What follows belongs to an exercise in optimizing a design on an open flow for small area, a short achievable clock period and few clock cycles per item; a production flow would make more cautious choices.
In this exercise RTL edits were held to simulation tests only and were not proved equivalent to the original.
Power figures rest on the tool's default switching activity, not on a simulated workload.

==> design/flow/design.v <==
module fp32_mul (
    input  wire [31:0] a,
    input  wire [31:0] b,
    output reg  [31:0] y
);
    wire       sa = a[31];
    wire       sb = b[31];
    wire [7:0] ea = a[30:23];
    wire [7:0] eb = b[30:23];
    wire [22:0] fa = a[22:0];
    wire [22:0] fb = b[22:0];
    wire a_zero = (ea == 8'd0);
    wire b_zero = (eb == 8'd0);
    wire a_inf  = (ea == 8'hff) && (fa == 23'd0);
    wire b_inf  = (eb == 8'hff) && (fb == 23'd0);
    wire a_nan  = (ea == 8'hff) && (fa != 23'd0);
    wire b_nan  = (eb == 8'hff) && (fb != 23'd0);
    wire sy     = sa ^ sb;
    wire [47:0] prod = {1'b1, fa} * {1'b1, fb};
    reg  [22:0] frac;
    reg         guard;
    reg         sticky;
    reg  [9:0]  exp;       
    reg  [23:0] frac_r;    
    reg  [9:0]  exp_r;
    always @(*) begin
        if (prod[47]) begin
            frac   = prod[46:24];
            guard  = prod[23];
            sticky = |prod[22:0];
            exp    = {2'b00, ea} + {2'b00, eb} - 10'd126;
        end else begin
            frac   = prod[45:23];
            guard  = prod[22];
            sticky = |prod[21:0];
            exp    = {2'b00, ea} + {2'b00, eb} - 10'd127;
        end
        frac_r = {1'b0, frac} + {23'd0, guard & (sticky | frac[0])};
        exp_r  = frac_r[23] ? exp + 10'd1 : exp;
        if (a_nan || b_nan || (a_inf && b_zero) || (b_inf && a_zero))
            y = 32'h7fc00000;
        else if (a_inf || b_inf)
            y = {sy, 8'hff, 23'd0};
        else if (a_zero || b_zero)
            y = {sy, 31'd0};
        else if ($signed(exp_r) >= 10'sd255)
            y = {sy, 8'hff, 23'd0};
        else if ($signed(exp_r) <= 10'sd0)
            y = {sy, 31'd0};
        else
            y = {sy, exp_r[7:0], frac_r[22:0]};
    end
endmodule
module fp32_add (
    input  wire [31:0] a,
    input  wire [31:0] b,
    input  wire        sub,
    output reg  [31:0] y
);
    wire       sa = a[31];
    wire       sb = b[31] ^ sub;
    wire [7:0] ea = a[30:23];
    wire [7:0] eb = b[30:23];
    wire [22:0] fa = a[22:0];
    wire [22:0] fb = b[22:0];
    wire a_zero = (ea == 8'd0);
    wire b_zero = (eb == 8'd0);
    wire a_inf  = (ea == 8'hff) && (fa == 23'd0);
    wire b_inf  = (eb == 8'hff) && (fb == 23'd0);
    wire a_nan  = (ea == 8'hff) && (fa != 23'd0);
    wire b_nan  = (eb == 8'hff) && (fb != 23'd0);
    wire swap = {eb, fb} > {ea, fa};
    wire        s_big = swap ? sb : sa;
    wire        s_sml = swap ? sa : sb;
    wire [7:0]  e_big = swap ? eb : ea;
    wire [7:0]  e_sml = swap ? ea : eb;
    wire [22:0] f_big = swap ? fb : fa;
    wire [22:0] f_sml = swap ? fa : fb;
    wire [7:0]  diff  = e_big - e_sml;
    wire        eff_sub = s_big ^ s_sml;
    reg  [26:0] m_big;     
    reg  [26:0] m_sml;
    reg  [26:0] shifted;
    reg  [27:0] sum;
    reg  [26:0] norm;
    reg  [9:0]  exp;
    reg  [4:0]  lz;
    reg  [24:0] frac_r;
    reg  [9:0]  exp_r;
    reg  [31:0] res;
    integer i;
    always @(*) begin
        m_big = {1'b1, f_big, 3'b000};
        m_sml = {1'b1, f_sml, 3'b000};
        if (diff >= 8'd27)
            shifted = 27'd1;
        else begin
            shifted = m_sml >> diff;
            if ((m_sml & ((27'd1 << diff) - 27'd1)) != 27'd0)
                shifted[0] = 1'b1;
        end
        if (eff_sub)
            sum = {1'b0, m_big} - {1'b0, shifted};
        else
            sum = {1'b0, m_big} + {1'b0, shifted};
        exp = {2'b00, e_big};
        lz  = 5'd0;
        if (sum[27]) begin
            norm = {sum[27:2], sum[1] | sum[0]};
            exp  = exp + 10'd1;
        end else begin
            for (i = 0; i <= 26; i = i + 1)
                if (sum[i])
                    lz = 5'd26 - i[4:0];
            norm = sum[26:0] << lz;
            exp  = exp - {5'd0, lz};
        end
        frac_r = {1'b0, norm[26:3]} + {24'd0, norm[2] & ((|norm[1:0]) | norm[3])};
        exp_r  = frac_r[24] ? exp + 10'd1 : exp;
        if (sum == 28'd0)
            res = 32'd0;
        else if ($signed(exp_r) >= 10'sd255)
            res = {s_big, 8'hff, 23'd0};
        else if ($signed(exp_r) <= 10'sd0)
            res = {s_big, 31'd0};
        else
            res = {s_big, exp_r[7:0], frac_r[22:0]};
        if (a_nan || b_nan || (a_inf && b_inf && (sa != sb)))
            y = 32'h7fc00000;
        else if (a_inf)
            y = {sa, 8'hff, 23'd0};
        else if (b_inf)
            y = {sb, 8'hff, 23'd0};
        else if (a_zero && b_zero)
            y = {sa & sb, 31'd0};
        else if (a_zero)
            y = {sb, b[30:0]};
        else if (b_zero)
            y = a;
        else
            y = res;
    end
endmodule
module pob_fx_tail (
    input  wire        clk,
    input  wire        rst,
    input  wire        cfg_we,
    input  wire [2:0]  cfg_addr,
    input  wire [31:0] cfg_wdata,
    input  wire        in_valid,
    output wire        in_ready,
    input  wire [31:0] in_l,
    input  wire [31:0] in_r,
    output wire        out_valid,
    input  wire        out_ready,
    output reg  [31:0] out_l,
    output reg  [31:0] out_r
);
    localparam [31:0] K_DC    = 32'h3f7eb852;    
    localparam [31:0] GAIN_RST = 32'h3f4ccccd;   
    localparam [1:0] S_IDLE = 2'd0, S_RUN = 2'd1, S_DONE = 2'd2;
    reg [31:0] nb0, nb1, nb2, na1, na2, gain;
    reg        eq_on;
    reg [31:0] z1 [0:1];
    reg [31:0] z2 [0:1];
    reg [31:0] x1 [0:1];
    reg [31:0] y1 [0:1];
    reg [1:0]  state;
    reg        ch;
    reg [3:0]  step;
    reg [31:0] xin [0:1];
    reg [31:0] y, t0, t1, z1n, z2n;
    reg  [31:0] mul_a, mul_b, add_a, add_b;
    reg         add_sub;
    wire [31:0] mul_y, add_y;
    fp32_mul u_mul (.a(mul_a), .b(mul_b), .y(mul_y));
    fp32_add u_add (.a(add_a), .b(add_b), .sub(add_sub), .y(add_y));
    function [31:0] clamp10;
        input [31:0] v;
        begin
            if (v[30:23] == 8'hff && v[22:0] != 23'd0)
                clamp10 = 32'h00000000;
            else if (v[30:0] > 31'h41200000)
                clamp10 = {v[31], 31'h41200000};
            else
                clamp10 = v;
        end
    endfunction
    function [31:0] clamp1;
        input [31:0] v;
        begin
            if (v[30:23] == 8'hff && v[22:0] != 23'd0)
                clamp1 = 32'h00000000;
            else if (v[30:0] > 31'h3f800000)
                clamp1 = {v[31], 31'h3f800000};
            else
                clamp1 = v;
        end
    endfunction
    wire [31:0] x = xin[ch];
    always @(*) begin
        mul_a = 32'd0; mul_b = 32'd0;
        add_a = 32'd0; add_b = 32'd0; add_sub = 1'b0;
        case (step)
            4'd0:  begin mul_a = nb0;    mul_b = x;   end   
            4'd1:  begin add_a = t0;     add_b = z1[ch]; end   
            4'd2:  begin mul_a = nb1;    mul_b = x;   end   
            4'd3:  begin mul_a = na1;    mul_b = y;   end   
            4'd4:  begin add_a = t0;     add_b = t1; add_sub = 1'b1; end   
            4'd5:  begin add_a = t0;     add_b = z2[ch]; end   
            4'd6:  begin mul_a = nb2;    mul_b = x;   end   
            4'd7:  begin mul_a = na2;    mul_b = y;   end   
            4'd8:  begin add_a = t0;     add_b = t1; add_sub = 1'b1; end   
            4'd9:  begin add_a = y;      add_b = x1[ch]; add_sub = 1'b1; end   
            4'd10: begin mul_a = K_DC;   mul_b = y1[ch]; end   
            4'd11: begin add_a = t0;     add_b = t1;  end   
            4'd12: begin mul_a = t0;     mul_b = gain; end   
            default: ;
        endcase
    end
    assign in_ready  = (state == S_IDLE);
    assign out_valid = (state == S_DONE);
    always @(posedge clk) begin
        if (rst) begin
            state <= S_IDLE;
            ch    <= 1'b0;
            step  <= 4'd0;
            nb0   <= 32'd0;
            nb1   <= 32'd0;
            nb2   <= 32'd0;
            na1   <= 32'd0;
            na2   <= 32'd0;
            gain  <= GAIN_RST;
            eq_on <= 1'b0;
            z1[0] <= 32'd0; z1[1] <= 32'd0;
            z2[0] <= 32'd0; z2[1] <= 32'd0;
            x1[0] <= 32'd0; x1[1] <= 32'd0;
            y1[0] <= 32'd0; y1[1] <= 32'd0;
            out_l <= 32'd0;
            out_r <= 32'd0;
        end else begin
            case (state)
                S_IDLE: begin
                    if (cfg_we) begin
                        case (cfg_addr)
                            3'd0: nb0   <= cfg_wdata;
                            3'd1: nb1   <= cfg_wdata;
                            3'd2: nb2   <= cfg_wdata;
                            3'd3: na1   <= cfg_wdata;
                            3'd4: na2   <= cfg_wdata;
                            3'd5: gain  <= cfg_wdata;
                            3'd6: eq_on <= cfg_wdata[0];
                            default: ;
                        endcase
                    end
                    if (in_valid) begin
                        xin[0] <= in_l;
                        xin[1] <= in_r;
                        state  <= S_RUN;
                        ch     <= 1'b0;
                        if (eq_on) begin
                            step <= 4'd0;
                        end else begin
                            y    <= in_l;
                            z1n  <= 32'd0;
                            z2n  <= 32'd0;
                            step <= 4'd9;
                        end
                    end
                end
                S_RUN: begin
                    step <= step + 4'd1;
                    case (step)
                        4'd0:  t0  <= mul_y;
                        4'd1:  y   <= add_y;
                        4'd2:  t0  <= mul_y;
                        4'd3:  t1  <= mul_y;
                        4'd4:  t0  <= add_y;
                        4'd5:  z1n <= clamp10(add_y);
                        4'd6:  t0  <= mul_y;
                        4'd7:  t1  <= mul_y;
                        4'd8:  z2n <= clamp10(add_y);
                        4'd9:  t0  <= add_y;
                        4'd10: t1  <= mul_y;
                        4'd11: t0  <= add_y;
                        4'd12: begin
                            z1[ch] <= z1n;
                            z2[ch] <= z2n;
                            x1[ch] <= clamp10(y);
                            y1[ch] <= clamp10(t0);
                            if (ch == 1'b0) begin
                                out_l <= clamp1(mul_y);
                                ch    <= 1'b1;
                                if (eq_on) begin
                                    step <= 4'd0;
                                end else begin
                                    y    <= xin[1];
                                    z1n  <= 32'd0;
                                    z2n  <= 32'd0;
                                    step <= 4'd9;
                                end
                            end else begin
                                out_r <= clamp1(mul_y);
                                state <= S_DONE;
                            end
                        end
                        default: ;
                    endcase
                end
                S_DONE: begin
                    if (out_ready)
                        state <= S_IDLE;
                end
                default: state <= S_IDLE;
            endcase
        end
    end
endmodule
==> design/flow/run.sh <==
#!/bin/bash
# synth_recipe.tcl (not shown) runs the flow's synth.tcl, then flattens the netlist and writes it again
# the make line also repeats each setting of config.mk as NAME=value (left out here)
make -C /OpenROAD-flow-scripts/flow DESIGN_CONFIG=/design/flow/config.mk WORK_HOME=/design/flow/orfs CLKGATE_MAP_FILE= SYNTH_SCRIPT=/design/flow/synth_recipe.tcl finish
==> design/flow/config.mk <==
export PLATFORM = sky130hd
export DESIGN_NAME = pob_fx_tail
export DESIGN_NICKNAME = pob_fx_tail
export VERILOG_FILES = /design/flow/design.v
export SDC_FILE = /design/flow/constraint.sdc
export NUM_CORES = 4
export LEC_CHECK = 0
export CAP_MARGIN = 20
export CORE_MARGIN = 2
export CORE_UTILIZATION = 40
export SLEW_MARGIN = 20
==> design/flow/constraint.sdc <==
create_clock -name core_clock -period 17.0 [get_ports {clk}]
set_input_delay 3.4000 -clock core_clock [delete_from_list [all_inputs] [get_ports {clk}]]
set_output_delay 3.4000 -clock core_clock [all_outputs]
set_load 0.01 [all_outputs]
==> out/metrics.yaml <==
status: "finished clean"
gr-usage-met3: 0.0869
max_freq_mhz: 62.0
power_leakage_nw: 28.9
final_area_sq_um: 72500
rsz0062_at_grt: "false"
drive_above_1_share: 0.0884
cp-start-kind: "flop"
hold_viol_final: 0
power.internal_mw: 4.99
synth_top_area_share: 0.224
top_usage_layer: "met2"
power_frac_clock: 0.178
critPathMaxStageDelay_ps: 820
avgSynthCellArea_sq_um: 8.69
syn_nets: 8277
pwr-share-seq: 0.216
yosysWarnings: 4
reg2reg_from: "step[3]"
hp-start: "out_r[27]"
drv_cap: 0
core_sq_um: 160000
cts_root_buf: "clkbuf_16"
finalSetupViolCount: 0
synth_area_sq_um: 64400
grt_start_max_net_pins: 81
num_io_pins: 170
swShare: 0.494
async_flop_share: 0
dr.pass1.iters: 7
antenna_found_initial: 11
place.detailed.hpwl_mm: 211
slowest_stage: "nor4_1"
instances_no_fill: 9760
r2r_slack_ps: 880
final_common_cell: "nand2_1"
clk_path_buf_depth: 3
tightest_slew_ps: 1150
gp_congestion: 1.05
yosysSeqAreaShare: 0.306
numPortBuffers: 169
ant_nets: 0
hold_path_end: "out_r[27]"
synth.area.top_cells: "edfxtp_1 (22%), fa_1 (15%), dfxtp_1 (8.2%)"
finalClockSkew_ps: 28.2
final_nets: 8403
final_cell_mix: "nand2_1 (1,308), inv_1 (701), a21oi_1 (498)"
path_max_fanout: 34
synthDistinctLibCells: 116
start_util: 0.402
use_met2: 0.496
initialDrtViolationCount: 7694
path_class: "flop to flop"
post-route-min-period_ps: 16120
syn_to_final_growth_pct: 12.6
vias: 58944
ir_worst_vdd_mv: 0.149
first_global_vias: 56292
final_max_slew_viol_count: 0
end_kind: "flop"
die_h_um: 405
synthFlopType: "edfxtp_1"
cts-buffers-inserted: 76
postSynthCellCount: 7413
final.setup.tns_ps: 0
fin_ws_ps: 876
clkTransAtPathRegs_ps: 70
vias_per_cell: 6.04
placementRows: 147
synth_edf_count: 480
yosysTopAreaCell: "edfxtp_1"
overflow: 0
r2r-end: "out_r[6]"
cts_sinks: 745
dp_cells: 9617
track_usage: 0.326
routed_wl_mm: 272
hp-class: "flop to flop"
htreeDepth: 3
die_area_sq_um: 164000
ys_ff_latch: 745
use_met1: 0.443
route.detailed.drc: 0
worstRegToRegCells: 47
cts_tree: "yes"
placed_cell_area_sq_um: 69800
clock_latency_ps: 690
grt_first_pass_wirelength_mm: 394
pwr-share-comb: 0.606
hold_depth: 2
required_ps: 17520
p_per_area_nw_per_um2: 136
finalCritPeriodShare: 0.948
slew_headroom: 0.236
wire_per_inst_um: 27.9
dp_slack_ps: 565
cp.arrival_ps: 16640
die_w_um: 405
crit_top_cell: "inv_1"
p_sw_mw: 4.87
[worst max-delay path: cells and delay by family, from the launching register on]
family | cells | cell delay [ps]
adders and majority gates | 8 | 3010
buffers and inverters | 10 | 2440
AOI/OAI and AO/OA | 16 | 4050
DFF | 1 | 520
xor gates and xnor gates | 1 | 600
and+or+nand+nor | 12 | 5270
[cells by family (layout without fill, tap and decap cells)]
kind of cell / after synthesis / after routing / share of synthesized area
flops: 745 / 745 / 0.306
simple gates: 2776 / 2776 / 0.198
xor+xnor: 139 / 139 / 0.0190
compound gates: 1582 / 1582 / 0.161
fa+ha+maj: 760 / 760 / 0.204
other cells: 0 / 2 / 0
mux: 254 / 254 / 0.0427
buf+inv: 1157 / 1342 / 0.0690
[worst max path at each step]
stage / from / to / slack, ps / depth (start not counted)
5_1_grt: step[2] / z2n[11] / 20 / 73
2_1_floorplan: step[2] / z1n[11] / 1070 / 76
4_1_cts: step[3] / z2n[10] / 370 / 72
3_5_place_dp: step[3] / z1n[14] / 560 / 72
3_3_place_gp: step[3] / z2n[4] / 580 / 73
6_report: step[3] / out_r[6] / 880 / 47
[cell usage after synthesis, types with 55 or more instances]
master and instances:
a21o_1 56, a21oi_1 502, a221oi_1 62, a22oi_1 101
a31oi_1 84, and2_1 304, clkbuf_1 369, dfxtp_1 265
edfxtp_1 480, fa_1 485, ha_1 275, inv_1 703
mux2_2 67, mux2i_1 166, nand2_1 1310, nand3_1 175
nand4_1 61, nor2_1 469, nor3_1 122, nor4_1 61
o21ai_0 232, o21ai_1 55, xnor2_1 93
[power groups by stage]
stage                     clock (mW)  sequential, mW  combinational [mW]
after floorplan                    0            2.12                3.37
after global placement             0            2.16                5.77
after detailed placement           0            2.16                5.72
after CTS                       1.76            2.12                5.75
after global routing            1.83            2.13                6.24
final                           1.76            2.13                5.97
[state kept, by name, summed over array words and instances (netlist names), 64 cells and up, named ones only]
signal and flops:
x1 64, xin 64, y1 64, z1 64, z2 64
[per-stage QoR]
stage,hold WS (ps),utilization,total power [mW]
2_1_floorplan,436,-,5.49
3_3_place_gp,435,0.436,7.93
3_5_place_dp,442,0.436,7.88
4_1_cts,455,0.452,9.64
5_1_grt,469,0.453,10.2
6_report,454,0.453,9.86
[cell type report]
| type | count | area (sq um) |
|---|---|---|
| timing repair buffer | 494 | 4240 |
| clock buffer | 106 | 2170 |
| fill | 15667 | 87700 |
| multi-input combinational | 5511 | 40700 |
| antenna | 2 | 5.00 |
| inverter | 711 | 2680 |
| tap | 2160 | 2700 |
| clock inverter | 31 | 358 |
| sequential | 745 | 19700 |
[repair_timing]
action | CTS | global route
resized for setup | 0 | 36
endpoints found under the setup margin | 0 | 143
buffers inserted | 0 | 3
hold buffers | 0 | 0
[metal layers]
layer / vias up / share of wire
met4: 8 / 0.046
met3: 547 / 0.12
li1: 25822 / -
met2: 3424 / 0.44
met1: 29143 / 0.40
met5: - / 0.00017
Testbench counts, summed over its fixed seeds: cycles 96,256, frames 4,096.

## afterwards: timing with drivers on the ports
The results above use ideal ports. As a check the final layout listed here was re-extracted and re-timed, cells and wires unchanged. Step 1 assumes that a clkbuf_16 drives the clock port and a buf_2 every other input. Step 2, shift: input delay + t, output delay - t, t = (earliest + latest rising clock arrival at the registers) / 2. This alone moves slack from input paths to output paths. Three values: no drivers, after step 1, after step 2; two values: the first two.
shift t [ns]: 0.739
slack for setup (ns): 0.876 / 0.876 / 0.876
worst setup path after step 2: register to register
latest minus earliest clock arrival (ns): 0.028 / 0.028
pins driven straight from the clock port: 1
After both steps setup and hold are still met in this run. The setup slack of this run moves by 0.000 ns with the drivers and by 0.000 ns with both steps.
